Source: an optimization exercise on an open RTL-to-GDS flow (aim: small area, a short achievable clock period and few clock cycles per item). Production flows keep margins and buffers that such runs may drop. Only simulation tests tie the RTL to the original design; equivalence was not proved. No activity file was given, so power comes from the tool's default toggle rates.

==> flow/design.v <==
module si_step #(parameter WR = 32, WM = 32, WX = 34) (
    input  wire [WR-1:0] r,
    input  wire [WM-1:0] c,
    input  wire          da,
    input  wire          db,
    input  wire [WM-1:0] m,
    output wire [WR-1:0] rn,
    output wire [1:0]    q
);
    wire [WX-1:0] a  = {{(WX-WR-1){1'b0}}, r, da};
    wire [WX-1:0] b  = {{(WX-WM){1'b0}}, c};
    wire [WX-1:0] n1 = ~{{(WX-WM){1'b0}}, m};
    wire [WX-1:0] n2 = ~{{(WX-WM-1){1'b0}}, m, 1'b0};
    wire [WX-1:0] s1 = a ^ b ^ n1;
    wire [WX-1:0] k1 = (a & b) | (a & n1) | (b & n1);
    wire [WX-1:0] s2 = a ^ b ^ n2;
    wire [WX-1:0] k2 = (a & b) | (a & n2) | (b & n2);
    wire [WX-1:0] x  = a + b + db;
    wire [WX-1:0] y1 = s1 + {k1[WX-2:0], 1'b1} + db;    
    wire [WX-1:0] y2 = s2 + {k2[WX-2:0], 1'b1} + db;    
    assign q  = !y2[WX-1] ? 2'd2 : !y1[WX-1] ? 2'd1 : 2'd0;
    assign rn = !y2[WX-1] ? y2[WR-1:0] : !y1[WX-1] ? y1[WR-1:0] : x[WR-1:0];
endmodule
module si_step1 (
    input  wire [14:0] r,
    input  wire [15:0] c,
    input  wire        off,
    output wire [14:0] rn,
    output wire [1:0]  q
);
    wire [17:0] a  = {2'b0, r, 1'b0};
    wire [17:0] b  = {2'b0, c};
    wire [17:0] n0 = off ? ~18'd22050 : ~18'd0;
    wire [17:0] n1 = off ? ~18'd44100 : ~18'd22050;
    wire [17:0] n2 = off ? ~18'd66150 : ~18'd44100;
    wire [17:0] s0 = a ^ b ^ n0;
    wire [17:0] k0 = (a & b) | (a & n0) | (b & n0);
    wire [17:0] s1 = a ^ b ^ n1;
    wire [17:0] k1 = (a & b) | (a & n1) | (b & n1);
    wire [17:0] s2 = a ^ b ^ n2;
    wire [17:0] k2 = (a & b) | (a & n2) | (b & n2);
    wire [17:0] y0 = s0 + {k0[16:0], 1'b1};    
    wire [17:0] y1 = s1 + {k1[16:0], 1'b1};    
    wire [17:0] y2 = s2 + {k2[16:0], 1'b1};    
    assign q  = !y2[17] ? 2'd2 : !y1[17] ? 2'd1 : 2'd0;
    assign rn = !y2[17] ? y2[14:0] : !y1[17] ? y1[14:0] : y0[14:0];
endmodule
module si_fast (
    input  wire [15:0] r,
    input  wire [3:0]  v,
    output wire [15:0] rn,
    output wire        ge,
    output reg  [4:0]  q
);
    reg  [13:0] t;
    reg  [15:0] sub, sub1;
    integer j;
    always @* begin
        t = 14'd0;
        for (j = 0; j < 16; j = j + 1)
            if (v == j) t = j * 907;
        q = 5'd0;
        sub = 16'd0;
        sub1 = 16'd22050;
        for (j = 0; j < 128; j = j + 1)
            if (r[15:9] == j) begin
                q    = (j * 8192) / 22050;
                sub  = ((j * 8192) / 22050) * 22050;
                sub1 = ((j * 8192) / 22050) * 22050 + 22050;
            end
    end
    wire [15:0] a  = {r[11:0], 4'd0};
    wire [15:0] b  = {2'd0, t};
    wire [15:0] n  = ~sub;
    wire [15:0] s  = a ^ b ^ n;
    wire [15:0] k  = (a & b) | (a & n) | (b & n);
    wire [15:0] d  = s + {k[14:0], 1'b1};
    wire [15:0] n1 = ~sub1;
    wire [15:0] s1 = a ^ b ^ n1;
    wire [15:0] k1 = (a & b) | (a & n1) | (b & n1);
    wire [15:0] d1 = s1 + {k1[14:0], 1'b1};
    assign rn = d;
    assign ge = ~d1[15];
endmodule
module seq_index (
    input  wire        clk,
    input  wire        rst,
    input  wire        in_valid,
    output wire        in_ready,
    input  wire [31:0] in_block,
    input  wire [31:0] in_num,
    input  wire [31:0] in_den,
    input  wire [12:0] in_len,
    output wire        out_valid,
    input  wire        out_ready,
    output wire [11:0] out_index
);
    reg         rdy;                   
    reg         ov;                    
    reg  [11:0] oidx;
    reg         busy1;                 
    reg         fast;                  
    reg  [5:0]  pos;                   
    reg         started;               
    reg  [31:0] scan;                  
    reg  [15:0] c1, r1;                 
    wire        e = (c1 >= 16'd22050);   
    reg  [31:0] c2, r2;                
    reg  [11:0] c3, M;
    reg  [31:0] den;
    reg  [12:0] len, len3;            
    reg         t2v, t2ph, t2sw, t2fin, t2b, t2f, t2e, t2g;
    reg  [1:0]  t2d;
    reg  [4:0]  t2q;
    reg         t3v, t3ph, t3sw, t3fin, t3b;
    reg  [1:0]  t3d;
    wire stall = t3v & t3fin & ov;
    wire        ph1     = pos[5];
    wire        fa      = fast & ~ph1;                
    wire [4:0]  ppos    = pos[4:0];
    wire        z16     = (scan[31:16] == 16'd0);
    wire        z8      = (scan[31:24] == 8'd0);
    wire        can16   = ~started & z16 & (ppos <= 5'd16);
    wire        can8    = ~started & z8  & (ppos <= 5'd24);
    wire        can4    = ~started & (scan[31:28] == 4'd0) & (ppos <= 5'd28);
    wire        skip    = can16 | can8 | can4;
    wire [5:0]  inc     = can16 ? 6'd16 : can8 ? 6'd8 : (can4 | fa) ? 6'd4 : 6'd1;
    wire [5:0]  pos_n   = pos + inc;
    wire        sw1     = (pos_n[5] != pos[5]);       
    wire        fin1    = sw1 & ph1;
    wire [14:0] s1r;
    wire [15:0] f1r;
    wire        f1ge;
    wire [1:0]  s1d;
    wire [4:0]  f1q;
    si_step1 u1 (.r(r1[14:0]), .c(scan[31] ? c1 : 16'd0), .off(scan[31] & e),
                 .rn(s1r), .q(s1d));
    si_fast uf (.r(r1), .v(scan[31:28]), .rn(f1r), .ge(f1ge), .q(f1q));
    wire [15:0] r1_n = fa ? f1r : {1'b0, s1r};
    wire [31:0] s2r;
    wire [1:0]  s2d;
    si_step #(.WR(32), .WM(32), .WX(34)) u2 (
        .r(r2), .c((t2g ? c2 : 32'd0) | {27'd0, t2q}),
        .da(t2d[1] | t2e), .db(t2d[1] | t2d[0]), .m(den),
        .rn(s2r), .q(s2d));
    wire [4:0]  acc_lo  = {1'b0, r2[3:0]} + {1'b0, t2q[4:1]};
    wire [23:0] acc_hi  = r2[27:4] + acc_lo[4];
    wire [31:0] acc     = {acc_hi, acc_lo[3:0], t2q[0], 3'd0};
    wire        t2acc   = t2f & ~t2sw;               
    wire [11:0] s3r;
    si_step #(.WR(12), .WM(13), .WX(15)) u3 (
        .r(M), .c((t3b & t3ph) ? {1'b0, c3} : 13'd0),
        .da(t3d[1]), .db(t3d[1] | t3d[0]), .m(len3),
        .rn(s3r), .q());
    wire fin3    = t3v & t3fin & ~ov;           
    wire busy1_n = rdy ? in_valid : (busy1 & ~fin1);
    wire t2v_n   = busy1;
    wire t3v_n   = stall ? t3v : t2v;
    wire t3fin_n = stall ? t3fin : t2fin;
    wire ov_n    = fin3 | (ov & ~out_ready);
    wire t2fin_n = busy1 & fin1;
    wire rdy_n   = ~busy1_n &
                   ((~t2v_n & (~t3v_n | (t3fin_n & ~ov_n))) |
                    (t2v_n & t2fin_n & ~ov_n & ~(t3v_n & t3fin_n)));
    wire fast_in = (in_den[31:26] != 6'd0) |
                   ((in_num[31:24] == 8'd0) & (in_den[31:18] != 14'd0)) |
                   ((in_num[31:16] == 16'd0) & (in_den[31:10] != 22'd0));
    always @(posedge clk) begin
        if (rst) begin
            rdy   <= 1'b1;
            ov    <= 1'b0;
            busy1 <= 1'b0;
            t2v   <= 1'b0;
            t3v   <= 1'b0;
        end else begin
            rdy   <= rdy_n;
            ov    <= ov_n;
            busy1 <= busy1_n;
            t2v   <= t2v_n;
            t3v   <= t3v_n;
        end
    end
    always @(posedge clk) begin
        if (fin3) oidx <= s3r;
        if (!stall) begin
            M     <= (~t3v | t3sw) ? 12'd0 : s3r;
            t3ph  <= t2v & t2ph;
            t3sw  <= t2sw;
            t3fin <= t2fin;
            t3b   <= t2v & t2b;
            t3d   <= (t2v & ~t2acc) ? s2d : 2'd0;
        end
        if (t3v & t3sw & ~t3fin) c3 <= s3r;
        r2 <= (~t2v | t2sw) ? 32'd0 : t2acc ? acc : s2r;
        if (t2v & t2sw & ~t2fin) c2 <= s2r;
        len3  <= len;
        t2ph  <= busy1 & ph1;
        t2sw  <= busy1 & sw1;
        t2fin <= busy1 & fin1;
        t2b   <= busy1 & ~fa & scan[31];
        t2d   <= (busy1 & ~fa) ? s1d : 2'd0;
        t2f   <= busy1 & fa;
        t2q   <= (busy1 & fa) ? f1q : 5'd0;
        t2e   <= busy1 & fa & sw1 & f1ge;
        t2g   <= busy1 & ph1 & scan[31];
        pos   <= pos_n;
        scan  <= sw1   ? c2 :
                 can16 ? {scan[15:0], 16'd0} :
                 can8  ? {scan[23:0], 8'd0} :
                 (can4 | fa) ? {scan[27:0], 4'd0} :
                         {scan[30:0], 1'b0};
        r1    <= sw1 ? 16'd0 : r1_n;
        if (~skip) started <= 1'b1;
        if (sw1) begin
            started <= 1'b0;
            c1      <= r1_n;
        end
        if (rdy) begin
            fast    <= fast_in;
            pos     <= 6'd0;
            started <= 1'b0;
            scan    <= in_num;
            c2      <= in_block;
            c1      <= 16'd907;
            r1      <= 16'd0;
            r2      <= 32'd0;
            den     <= in_den;
            len     <= in_len;
        end
    end
    assign in_ready  = rdy;
    assign out_valid = ov;
    assign out_index = oidx;
endmodule
==> flow/config.mk <==
export PLATFORM = sky130hd
export DESIGN_NAME = seq_index
export DESIGN_NICKNAME = seq_index
export VERILOG_FILES = /design/flow/design.v
export SDC_FILE = /design/flow/constraint.sdc
export NUM_CORES = 4
export LEC_CHECK = 0
export CAP_MARGIN = 20
export CORE_MARGIN = 2
export CORE_UTILIZATION = 40
export SLEW_MARGIN = 20
==> flow/constraint.sdc <==
create_clock -name core_clock -period 16.0 [get_ports {clk}]
set_input_delay 3.2000 -clock core_clock [delete_from_list [all_inputs] [get_ports {clk}]]
set_output_delay 3.2000 -clock core_clock [all_outputs]
set_load 0.01 [all_outputs]
standard.sh (not shown) runs the stock make flow with config.mk's settings and CLKGATE_MAP_FILE= SYNTH_SCRIPT=/design/flow/synth_recipe.tcl, a recipe that flattens the netlist after the stock synthesis.
==> flow/flow/run.sh <==
#!/bin/bash
set -euo pipefail
bash standard.sh SETUP_SLACK_MARGIN=10 finish > standard_finish.log 2>&1
The baseline completed without violations.
Testbench counts at the start, summed over its fixed seeds: cycles 102,223, items 3,200.
Next try:
==> flow/flow/run.sh (replaced) <==
#!/bin/bash
set -euo pipefail
bash standard.sh SETUP_SLACK_MARGIN=11 RECOVER_POWER=100 finish > standard_finish.log 2>&1
What happened: The new run finished but fails on capacitance limit, slew limit; hold slack is about the same; cell count goes up by 0.81%; sequential cell count stays the same; global-route usage goes up by 0.28 points; final area goes up by 1.8%; power goes up by 2.3%; first-iteration DRC count goes up by 5.4%; die area stays the same; via count goes up by 1.4%.
Next try:
==> flow/flow/run.sh (replaced) <==
#!/bin/bash
set -euo pipefail
bash standard.sh SETUP_SLACK_MARGIN=10.5 finish > standard_finish.log 2>&1
Effect: With this change the flow ran to the end with no violations. Wire length shrinks slightly. Cell count shrinks slightly. First-iteration DRC count shrinks by a few percent. Area after synthesis does not change. Power shrinks slightly.
Next try:
==> flow/flow/run.sh (replaced) <==
#!/bin/bash
set -euo pipefail
bash standard.sh SETUP_SLACK_MARGIN=11 CORE_UTILIZATION=55 finish > standard_finish.log 2>&1
What happened:
- clock-buffer cell count came out higher by 5
- clock power came out higher by 13%
- routed wire length came out higher by about 3%
- hold slack gains 25 ps
- sequential cell count does not change
- total power came out higher by 7.5%
- setup slack gains 420 ps
- synthesized cell count does not change

static timing again, ports no longer ideal:
No port has a modelled driver above. Below, the same layouts with a new extraction and two added sets of constraints. Step 1 (the two cells are an assumption about what drives the block):
set clk [get_ports {clk}]
set_driving_cell -lib_cell sky130_fd_sc_hd__clkbuf_16 $clk
set_driving_cell -lib_cell sky130_fd_sc_hd__buf_2 [delete_from_list [all_inputs] $clk]
Step 2 times the ports against the registers' clock, not the clock port: input delays grow and output delays shrink by t, the midpoint of the rising clock arrivals with the driver on. Slacks: ideal ports / drivers / drivers and shift; pairs: ideal ports / drivers.
run | shift t [ns] | slack for setup (ns) | clock arrival spread, ns | pins driven straight from the clock port
the first run | 0.649 | 10.179 / 10.179 / 10.179 | 0.018 / 0.018 | 1
the second run | 0.645 | 7.808 / 7.808 / 7.808 | 0.021 / 0.021 | 1
the third run | 0.647 | 10.685 / 10.685 / 10.685 | 0.024 / 0.024 | 1
the fourth run | 0.598 | 11.108 / 11.045 / 10.754 | 0.036 / 0.036 | 1
For the fourth run, which loses most, drivers alone change the setup slack by -0.063 ns; drivers and shift together by -0.354 ns.
